This design comes from an exercise in tuning for small area on the open sky130 flow, not from production work.
Function was checked by simulation only, so behaviour that the tests miss may differ from the original.
No activity file was given, so power comes from the tool's default toggle rates.

## apds9930_bb
module apds9930_bb (
    input  wire        clk,
    input  wire        rst,
    input  wire        cmd_valid,
    output wire        cmd_ready,
    input  wire [47:0] cmd_word,
    output reg         rsp_valid,
    output wire [1:0]  rsp_err,
    output wire [5:0]  rsp_nack,
    output wire [31:0] rsp_data,
    output wire        scl_out,
    output wire        sda_out,
    input  wire        scl_in,
    input  wire        sda_in
);
Size: ~780 cells after synthesis, about 6100 um2 of cells after synthesis.
export LEC_CHECK = 0
export ABC_AREA = 1
export CAP_MARGIN = 0
export CORE_MARGIN = 2
export CORE_UTILIZATION = 40
export CTS_BUF_LIST = sky130_fd_sc_hd__clkbuf_8
export SLEW_MARGIN = 0
create_clock -name core_clock -period 190.0 [get_ports {clk}]
standard.sh (not shown) runs the stock make flow with config.mk's settings and CLKGATE_MAP_FILE= SYNTH_SCRIPT=/design/flow/synth_recipe.tcl, a recipe that flattens the netlist after the stock synthesis.
==> flow/flow/run.sh <==
#!/bin/bash
# Own layout flow: the standard synthesis, then the combinational logic
# of that netlist is re-mapped by ABC with an area script (registers and
# their names/cells untouched), then the standard ORFS layout with
# sky130_fd_sc_hd__buf_1 port buffers.
set -euo pipefail
W=$(pwd)
P=${FLOW_PLATFORM:-sky130hd}
R=$W/orfs/results/$P/apds9930_bb/base
LIB=$FLOW_HOME/platforms/$P/lib/sky130_fd_sc_hd__tt_025C_1v80.lib

bash standard.sh synth > $W/flow_1_standard_synth.log 2>&1

cp $R/1_2_yosys.v $W/std_1_2_yosys.v
DU=""
for c in $(sed -n '/^export DONT_USE_CELLS/,/^$/p' $FLOW_HOME/platforms/$P/config.mk | grep -o 'sky130_fd_sc_hd__[a-z0-9_]*'); do
  DU="$DU -dont_use $c"
done
FF=$(grep -o 'sky130_fd_sc_hd__[a-z0-9_]*' $W/std_1_2_yosys.v | sort -u | grep -E '__(e?df|sdf|dl|dfr|dfs|dfb|edfx)' | tr '\n' ' ')
cat > $W/reabc.ys <<EOS
read_liberty -ignore_miss_func $LIB
blackbox $FF
read_verilog $W/std_1_2_yosys.v
hierarchy -top $FLOW_TOP
flatten
opt -purge
abc -liberty $LIB $DU -script $W/flow/area.abc
opt_clean -purge
hilomap -singleton -hicell sky130_fd_sc_hd__conb_1 HI -locell sky130_fd_sc_hd__conb_1 LO
tee -o $W/reabc_stat.txt stat -liberty $LIB
write_verilog -noattr -nohex -nodec $W/reabc_1_2_yosys.v
EOS
yosys -s $W/reabc.ys > $W/flow_2_reabc_yosys.log 2>&1
yosys -p "read_liberty -lib -ignore_miss_func $LIB; read_verilog $W/reabc_1_2_yosys.v; hierarchy -top $FLOW_TOP; check -assert -mapped" > $W/flow_2b_reabc_check.log 2>&1
# the registers must be the standard synthesis's, by name and cell
diff <(grep -oE '^ *sky130_fd_sc_hd__[a-z0-9_]+ \S+' $W/std_1_2_yosys.v | grep -E '__(e?df|sdf|dl)' | sort) \
     <(grep -oE '^ *sky130_fd_sc_hd__[a-z0-9_]+ \S+' $W/reabc_1_2_yosys.v | grep -E '__(e?df|sdf|dl)' | sort) > $W/flow_2c_reg_diff.log 2>&1
cp $W/reabc_1_2_yosys.v $R/1_2_yosys.v
touch $R/1_2_yosys.v

bash standard.sh finish "BUFFER_PORTS_ARGS=-buffer_cell sky130_fd_sc_hd__buf_1" > $W/flow_3_standard_finish.log 2>&1
==> flow/flow/area.abc <==
strash
&get -n
&deepsyn -T 180
&put
dch -f
amap
Change:
CAP_MARGIN = 20   (was 0)
SLEW_MARGIN = 20   (was 0)
Total power is higher by about 10%.
Non-clock buffer count goes up by 2.
Die area goes up by about 0.5%.
Synthesized area came out higher by 0.51%.


run A:
apds9930_bb, a different RTL version from the one above (not shown whole).
For scale: about 97 I/O pins, ~6100 um2 of cells after synthesis.
==> flow/design.v (excerpt) <==
module apds9930_bb (
    input  wire        clk,
    input  wire        rst,
    input  wire        cmd_valid,
    output wire        cmd_ready,
    input  wire [47:0] cmd_word,
    output reg         rsp_valid,
    output wire [1:0]  rsp_err,
    output wire [5:0]  rsp_nack,
    output wire [31:0] rsp_data,
    output wire        scl_out,
    output wire        sda_out,
    input  wire        scl_in,
    input  wire        sda_in
);
    localparam [3:0] OP_START = 4'h1, OP_STOP = 4'h2, OP_SEND = 4'h3,
                     OP_WACK  = 4'h4, OP_READ = 4'h5, OP_CHECK = 4'h6,
                     OP_WRREG = 4'h8, OP_RDREG = 4'h9, OP_WRCMD = 4'hA,
                     OP_WRPAIR = 4'hB, OP_RDPAIR = 4'hC, OP_LUX = 4'hD,
                     OP_RDST  = 4'hE, OP_CLRF = 4'hF;
    localparam [2:0] T_S = 3'd0, T_P = 3'd1, T_D = 3'd2, T_W = 3'd3, T_R = 3'd4;
    reg        busy;
    reg [3:0]  op;
    reg [1:0]  fr;
    reg [7:0]  ra;        
    reg [15:0] rb;        
    reg [31:0] R;         
    reg [3:0]  seg;       
    reg        hf;        
    reg [4:0]  stp;       
    reg [1:0]  ph;        
    reg        fin;       
    reg        scl_r, sda_r, active, nakf;
    reg [5:0]  nackv;
    assign cmd_ready = ~busy;
    assign scl_out   = scl_r;
    assign sda_out   = sda_r;
    assign rsp_err   = {op == 4'h7, op == 4'h0};
    assign rsp_nack  = nackv;
    assign rsp_data  = R;
    wire [3:0]  in_op = cmd_word[47:44];
    wire [3:0]  in_f  = cmd_word[43:40];
    wire [7:0]  in_a  = cmd_word[39:32];
    wire [15:0] in_b  = cmd_word[31:16];
    wire [15:0] in_c  = cmd_word[15:0];
    reg in_legal;
  ...
clock: 190.0 ns
lec_check: 0
abc_area: 1
cap_margin: 0
core_margin: 2
core_utilization: 40
cts_buf_list: sky130_fd_sc_hd__clkbuf_8
slew_margin: 0
==> flow/flow/run.sh <==
#!/bin/bash
# Own layout flow: the standard synthesis, then the combinational logic
# of that netlist is re-mapped by ABC with an area script (registers and
# their names/cells untouched), then the standard ORFS layout with
# sky130_fd_sc_hd__buf_1 port buffers.
set -euo pipefail
W=$(pwd)
P=${FLOW_PLATFORM:-sky130hd}
R=$W/orfs/results/$P/apds9930_bb/base
LIB=$FLOW_HOME/platforms/$P/lib/sky130_fd_sc_hd__tt_025C_1v80.lib

bash standard.sh synth > $W/flow_1_standard_synth.log 2>&1

cp $R/1_2_yosys.v $W/std_1_2_yosys.v
DU=""
for c in $(sed -n '/^export DONT_USE_CELLS/,/^$/p' $FLOW_HOME/platforms/$P/config.mk | grep -o 'sky130_fd_sc_hd__[a-z0-9_]*'); do
  DU="$DU -dont_use $c"
done
FF=$(grep -o 'sky130_fd_sc_hd__[a-z0-9_]*' $W/std_1_2_yosys.v | sort -u | grep -E '__(e?df|sdf|dl|dfr|dfs|dfb|edfx)' | tr '\n' ' ')
# several seeds of ABC's deepsyn, run side by side; the smallest netlist is kept
best=""; bestarea=""
for S in 1 2 3 4; do
  sed "s/@SEED@/$S/" $W/flow/area.abc > $W/area_$S.abc
  cat > $W/reabc_$S.ys <<EOS
read_liberty -ignore_miss_func $LIB
blackbox $FF
read_verilog $W/std_1_2_yosys.v
hierarchy -top $FLOW_TOP
flatten
opt -purge
abc -liberty $LIB $DU -script $W/area_$S.abc
opt_clean -purge
hilomap -singleton -hicell sky130_fd_sc_hd__conb_1 HI -locell sky130_fd_sc_hd__conb_1 LO
tee -o $W/reabc_stat_$S.txt stat -liberty $LIB
write_verilog -noattr -nohex -nodec $W/reabc_$S.v
EOS
  yosys -s $W/reabc_$S.ys > $W/flow_2_reabc_yosys_$S.log 2>&1 &
done
wait
for S in 1 2 3 4; do
  a=$(grep "Chip area" $W/reabc_stat_$S.txt | awk '{print $NF}') || continue
  [[ -n "$a" && -f $W/reabc_$S.v ]] || continue
  if [[ -z "$best" ]] || awk "BEGIN{exit !($a < $bestarea)}"; then best=$S; bestarea=$a; fi
done
echo "kept seed $best area $bestarea" > $W/flow_2_reabc_choice.log
cp $W/reabc_$best.v $W/reabc_1_2_yosys.v
yosys -p "read_liberty -lib -ignore_miss_func $LIB; read_verilog $W/reabc_1_2_yosys.v; hierarchy -top $FLOW_TOP; check -assert -mapped" > $W/flow_2b_reabc_check.log 2>&1
# the registers must be the standard synthesis's, by name and cell
diff <(grep -oE '^ *sky130_fd_sc_hd__[a-z0-9_]+ \S+' $W/std_1_2_yosys.v | grep -E '__(e?df|sdf|dl)' | sort) \
     <(grep -oE '^ *sky130_fd_sc_hd__[a-z0-9_]+ \S+' $W/reabc_1_2_yosys.v | grep -E '__(e?df|sdf|dl)' | sort) > $W/flow_2c_reg_diff.log 2>&1
cp $W/reabc_1_2_yosys.v $R/1_2_yosys.v
touch $R/1_2_yosys.v

bash standard.sh finish "BUFFER_PORTS_ARGS=-buffer_cell sky130_fd_sc_hd__buf_1" > $W/flow_3_standard_finish.log 2>&1
==> flow/flow/area.abc <==
strash
&get -n
&deepsyn -T 300 -S @SEED@
&put
dch -f
amap
Run A: full flow OK, the timing, DRC and antenna checks passed
Changes in run B relative to run A:
diff --git a/flow/flow/run.sh b/flow/flow/run.sh
--- a/flow/flow/run.sh
+++ b/flow/flow/run.sh
@@ -18,9 +18,5 @@
 done
 FF=$(grep -o 'sky130_fd_sc_hd__[a-z0-9_]*' $W/std_1_2_yosys.v | sort -u | grep -E '__(e?df|sdf|dl|dfr|dfs|dfb|edfx)' | tr '\n' ' ')
-# several seeds of ABC's deepsyn, run side by side; the smallest netlist is kept
-best=""; bestarea=""
-for S in 1 2 3 4; do
-  sed "s/@SEED@/$S/" $W/flow/area.abc > $W/area_$S.abc
-  cat > $W/reabc_$S.ys <<EOS
+cat > $W/reabc.ys <<EOS
 read_liberty -ignore_miss_func $LIB
 blackbox $FF
@@ -29,20 +25,11 @@
 flatten
 opt -purge
-abc -liberty $LIB $DU -script $W/area_$S.abc
+abc -liberty $LIB $DU -script $W/flow/area.abc
 opt_clean -purge
 hilomap -singleton -hicell sky130_fd_sc_hd__conb_1 HI -locell sky130_fd_sc_hd__conb_1 LO
-tee -o $W/reabc_stat_$S.txt stat -liberty $LIB
-write_verilog -noattr -nohex -nodec $W/reabc_$S.v
+tee -o $W/reabc_stat.txt stat -liberty $LIB
+write_verilog -noattr -nohex -nodec $W/reabc_1_2_yosys.v
 EOS
-  yosys -s $W/reabc_$S.ys > $W/flow_2_reabc_yosys_$S.log 2>&1 &
-done
-wait
-for S in 1 2 3 4; do
-  a=$(grep "Chip area" $W/reabc_stat_$S.txt | awk '{print $NF}') || continue
-  [[ -n "$a" && -f $W/reabc_$S.v ]] || continue
-  if [[ -z "$best" ]] || awk "BEGIN{exit !($a < $bestarea)}"; then best=$S; bestarea=$a; fi
-done
-echo "kept seed $best area $bestarea" > $W/flow_2_reabc_choice.log
-cp $W/reabc_$best.v $W/reabc_1_2_yosys.v
+yosys -s $W/reabc.ys > $W/flow_2_reabc_yosys.log 2>&1
 yosys -p "read_liberty -lib -ignore_miss_func $LIB; read_verilog $W/reabc_1_2_yosys.v; hierarchy -top $FLOW_TOP; check -assert -mapped" > $W/flow_2b_reabc_check.log 2>&1
 # the registers must be the standard synthesis's, by name and cell
==> flow/flow/area.abc <==
strash
&get -n
&deepsyn -T 180
&put
dch -f
amap
diff --git a/flow/config.mk b/flow/config.mk
--- a/flow/config.mk
+++ b/flow/config.mk
@@ -7,7 +7,7 @@
 export LEC_CHECK = 0
 export ABC_AREA = 1
-export CAP_MARGIN = 0
+export CAP_MARGIN = 20
 export CORE_MARGIN = 2
 export CORE_UTILIZATION = 40
 export CTS_BUF_LIST = sky130_fd_sc_hd__clkbuf_8
-export SLEW_MARGIN = 0
+export SLEW_MARGIN = 20
Post-synthesis instance total was higher in the run labelled run A. Run B vs. run A: total power went down by 0.0022 mW. When run B is set beside run A, its wire length turns out to be 920 um larger. Sequential share of layout area: run A vs run B — no meaningful difference. Relative to run A, the sequential group power of run B is lower by about 2%. Per the comparison of run B with run A, cell area after placement neither gained nor lost much; non-clock buffer count moved up. Max freq run A -> run B: improved. Comparing the two runs side by side, run B comes out ahead of run A on final critical-path required period. Compared with run A, run B shows a higher slack of the critical path.
diff inputs: run B => run C
diff --git a/flow/config.mk b/flow/config.mk
--- a/flow/config.mk
+++ b/flow/config.mk
@@ -7,7 +7,7 @@
 export LEC_CHECK = 0
 export ABC_AREA = 1
-export CAP_MARGIN = 20
+export CAP_MARGIN = 0
 export CORE_MARGIN = 2
 export CORE_UTILIZATION = 40
 export CTS_BUF_LIST = sky130_fd_sc_hd__clkbuf_8
-export SLEW_MARGIN = 20
+export SLEW_MARGIN = 0
### Flow results
Between run C and run B, the relative area of non-clock buffer cells in the final design figures differ only marginally.
Run C vs run B — relative contribution of the clock network to total power rose 1.7 points.
Between run C and run B, it is run C whose delay of the slowest cell on the worst path is lower, by 0.02 ns.
Going from run B to run C, die area grew slightly.
Delta (run C minus run B): total net switching power down 5.0%; cell count after placement up 27; area after synthesis now larger; via count about even.
Compared run C vs run B, and worst slew slack as a fraction of its limit is down in run C.
Diff run B -> run C | total met3 wirelength after detailed routing | increase of 5.6%
Clock buffer instance count of the final layout up 1 in run C wrt run B

-- static timing again, ports no longer ideal --
The flow's constraints put no driver on any port. The routed layouts listed below were extracted and timed again, unchanged, in two steps. Step 1: set_driving_cell puts a clkbuf_16 on clk and a buf_2 on each other input, an assumption about the parent block. Step 2 moves the port delays by t, midway between the first and last clock arrival at a register: inputs arrive t later, outputs are due t later. That takes back most of the time a late clock gives input paths. Three values: no drivers, after step 1, after step 2; two values: the first two.
run | t (ns) | setup slack, ns | worst setup path at the end | worst data-port slew with drivers (ns)
the first run of note 1 | 0.417 | 149.237 / 149.253 / 148.835 | input to register | 0.05
the second run of note 1 | 0.422 | 149.435 / 149.436 / 149.013 | input to register | 0.05
run A | 0.422 | 148.704 / 148.723 / 148.301 | input to register | 0.05
run B | 0.423 | 149.003 / 149.024 / 148.600 | input to register | 0.05
run C | 0.414 | 149.240 / 149.256 / 148.841 | input to register | 0.04
After both steps setup and hold are still met in every run listed. The setup slack of the second run of note 1, which loses most, moves by +0.001 ns with the drivers and by -0.422 ns with both steps.
